From an optimization exercise on the open Yosys and OpenROAD flow, aimed at small area, a short achievable clock period and few clock cycles per item; shortcuts taken in it are not production practice. Function was checked by simulation only, so behaviour that the tests miss may differ from the original.

// mixpcm
module mixpcm (
    input  wire        clk,
    input  wire        rst,
    input  wire        in_valid,
    output wire        in_ready,
    input  wire [31:0] in_v,
    input  wire [31:0] in_x,
    input  wire [31:0] in_gv,
    input  wire [31:0] in_gi,
    output reg         out_valid,
    output reg  [31:0] out_mix,
    output reg  [15:0] out_pcm,
    output reg         out_nan
);
    reg         ir, v0;
    reg [3:0]   os, oh;
    reg [91:0]  om;
    reg [35:0]  ox;
    assign in_ready = ir;
    wire [127:0] iw = {in_gi, in_x, in_gv, in_v};
    wire [3:0] need, need2, isub;
    genvar k;
    generate
        for (k = 0; k < 4; k = k + 1) begin : g_op
            wire [31:0] w  = iw[32*k +: 32];
            wire [22:0] mk = om[23*k +: 23];
            assign need[k]  = !oh[k] && (mk != 0);
            assign need2[k] = need[k] && !mk[22];
            assign isub[k]  = (w[30:23] == 8'd0) && (w[22:0] != 0);
            always @(posedge clk) begin
                if (ir) begin
                    os[k]          <= w[31];
                    oh[k]          <= (w[30:23] != 8'd0);
                    om[23*k +: 23] <= w[22:0];
                    ox[9*k +: 9]   <= {1'b0, w[30:24], w[23] | (w[30:23] == 8'd0)};
                end else if (need[k]) begin
                    oh[k]          <= mk[22];
                    om[23*k +: 23] <= {mk[21:0], 1'b0};
                    ox[9*k +: 9]   <= ox[9*k +: 9] - 9'd1;
                end
            end
        end
    endgenerate
    always @(posedge clk) begin
        if (rst) begin
            ir <= 1'b1;
            v0 <= 1'b0;
        end else if (ir) begin
            ir <= !(in_valid && (|isub));
            v0 <= in_valid;
        end else begin
            ir <= !(|need2);
        end
  ...
Size in the first run: ~180 I/O pins.
clock: 45.0 ns
lec_check: 0
cap_margin: 20
core_margin: 2
core_utilization: 68
place_density: 0.75
slew_margin: 20
synth_hierarchical: 1
synth_minimum_keep_size: 0
standard.sh (not shown) runs the stock make flow with config.mk's settings and CLKGATE_MAP_FILE= SYNTH_SCRIPT=/design/flow/synth_recipe.tcl, a recipe that flattens the netlist after the stock synthesis.
==> flow/flow/run.sh <==
#!/bin/bash
# The standard layout (standard.sh) with two changes to how it is made:
# - the ports get plain sky130 buffers (buf_2) instead of the delay buffers
#   buffer_ports picks by default (still one buffer on every input and output);
# - ORFS's setup repair steps are asked for a slack margin close to the clock
#   period, so that they work the register-to-register paths down towards the
#   period the fixed I/O delays allow.
# Constraints, synthesis and every other step are the standard ones.
set -euo pipefail
bash standard.sh synth > synth.log 2>&1
bash standard.sh "BUFFER_PORTS_ARGS=-buffer_cell sky130_fd_sc_hd__buf_2" \
    SETUP_SLACK_MARGIN=34.9 finish > layout.log 2>&1
Testbench counts at the start, summed over its fixed seeds: cycles 32,032, items 32,000.
Rerun with:
--- a/flow/flow/run.sh
+++ b/flow/flow/run.sh
@@ -10,3 +10,3 @@
 bash standard.sh synth > synth.log 2>&1
 bash standard.sh "BUFFER_PORTS_ARGS=-buffer_cell sky130_fd_sc_hd__buf_2" \
-    SETUP_SLACK_MARGIN=34.9 finish > layout.log 2>&1
+    SETUP_SLACK_MARGIN=34.8 finish > layout.log 2>&1
- CORE_UTILIZATION: 68 -> 55
- PLACE_DENSITY: 0.75 -> unset
Worst setup slack is worse by 0.057 ns.
Maximum frequency decreases by 0.56%.

mixpcm again, from the RTL that the note above started with.
export LEC_CHECK = 0
export CAP_MARGIN = 20
export CORE_MARGIN = 2
export CORE_UTILIZATION = 55
export SLEW_MARGIN = 20
export SYNTH_HIERARCHICAL = 1
export SYNTH_MINIMUM_KEEP_SIZE = 0
create_clock -name core_clock -period 45.0 [get_ports {clk}]
==> flow/flow/run.sh <==
#!/bin/bash
# The standard layout (standard.sh) with two changes to how it is made:
# - the ports get plain sky130 buffers (buf_2) instead of the delay buffers
#   buffer_ports picks by default (still one buffer on every input and output);
# - ORFS's setup repair steps are asked for a slack margin close to the clock
#   period, so that they work the register-to-register paths down towards the
#   period the fixed I/O delays allow.
# Constraints, synthesis and every other step are the standard ones.
set -euo pipefail
bash standard.sh synth > synth.log 2>&1
bash standard.sh "BUFFER_PORTS_ARGS=-buffer_cell sky130_fd_sc_hd__buf_2" \
    SETUP_SLACK_MARGIN=34.9 finish > layout.log 2>&1
Testbench counts at the start, summed over its fixed seeds: cycles 32,032, items 32,000.
Rerun with:
--- a/flow/flow/run.sh
+++ b/flow/flow/run.sh
@@ -11,2 +11,2 @@
 bash standard.sh "BUFFER_PORTS_ARGS=-buffer_cell sky130_fd_sc_hd__buf_2" \
-    SETUP_SLACK_MARGIN=34.9 finish > layout.log 2>&1
+    SETUP_SLACK_MARGIN=35.1 finish > layout.log 2>&1
Settings changed: CORE_UTILIZATION 55 to 68, PLACE_DENSITY set to 0.75.
- core utilization climbs by 14 points
- first-iteration DRC count climbs by 29%
- synthesized cell count is unchanged
- routed wire length drops by 1.8%
- cell count drops by 3.7%
- via count climbs by 3.9%
Rerun with:
--- a/flow/flow/run.sh
+++ b/flow/flow/run.sh
@@ -11,2 +11,2 @@
 bash standard.sh "BUFFER_PORTS_ARGS=-buffer_cell sky130_fd_sc_hd__buf_2" \
-    SETUP_SLACK_MARGIN=35.1 finish > layout.log 2>&1
+    SETUP_SLACK_MARGIN=34.8 finish > layout.log 2>&1
After rerunning: Cell area hardly moves; setup slack is worse by 0.060 ns; clock-buffer cell count increases by 6.

-- static timing again, ports no longer ideal --
No port has a modelled driver above. Below, the same layouts with a new extraction and two added sets of constraints.
Step 1, drivers: a clkbuf_16 drives clk and a buf_2 each remaining input, both assumed.
Step 2, shift: input delay + t, output delay - t, t = (earliest + latest rising clock arrival at the registers) / 2. This alone moves slack from input paths to output paths.
a / b / c = ideal / step 1 / step 2; a / b = the first two.
run	t (ns)	slack for setup (ns)	worst setup path after step 2
the first run of note 1	0.704	34.907 / 34.829 / 34.406	input to register
the second run of note 1	0.735	34.850 / 34.768 / 34.581	input to register
the first run of note 2	0.736	34.868 / 34.786 / 34.573	input to register
the second run of note 2	0.718	34.902 / 34.823 / 34.495	input to register
the third run of note 2	0.702	34.841 / 34.764 / 34.474	input to register
After both steps every run listed still meets setup and hold. The setup slack of the first run of note 1, which loses most, moves by -0.078 ns with the drivers and by -0.501 ns with both steps.
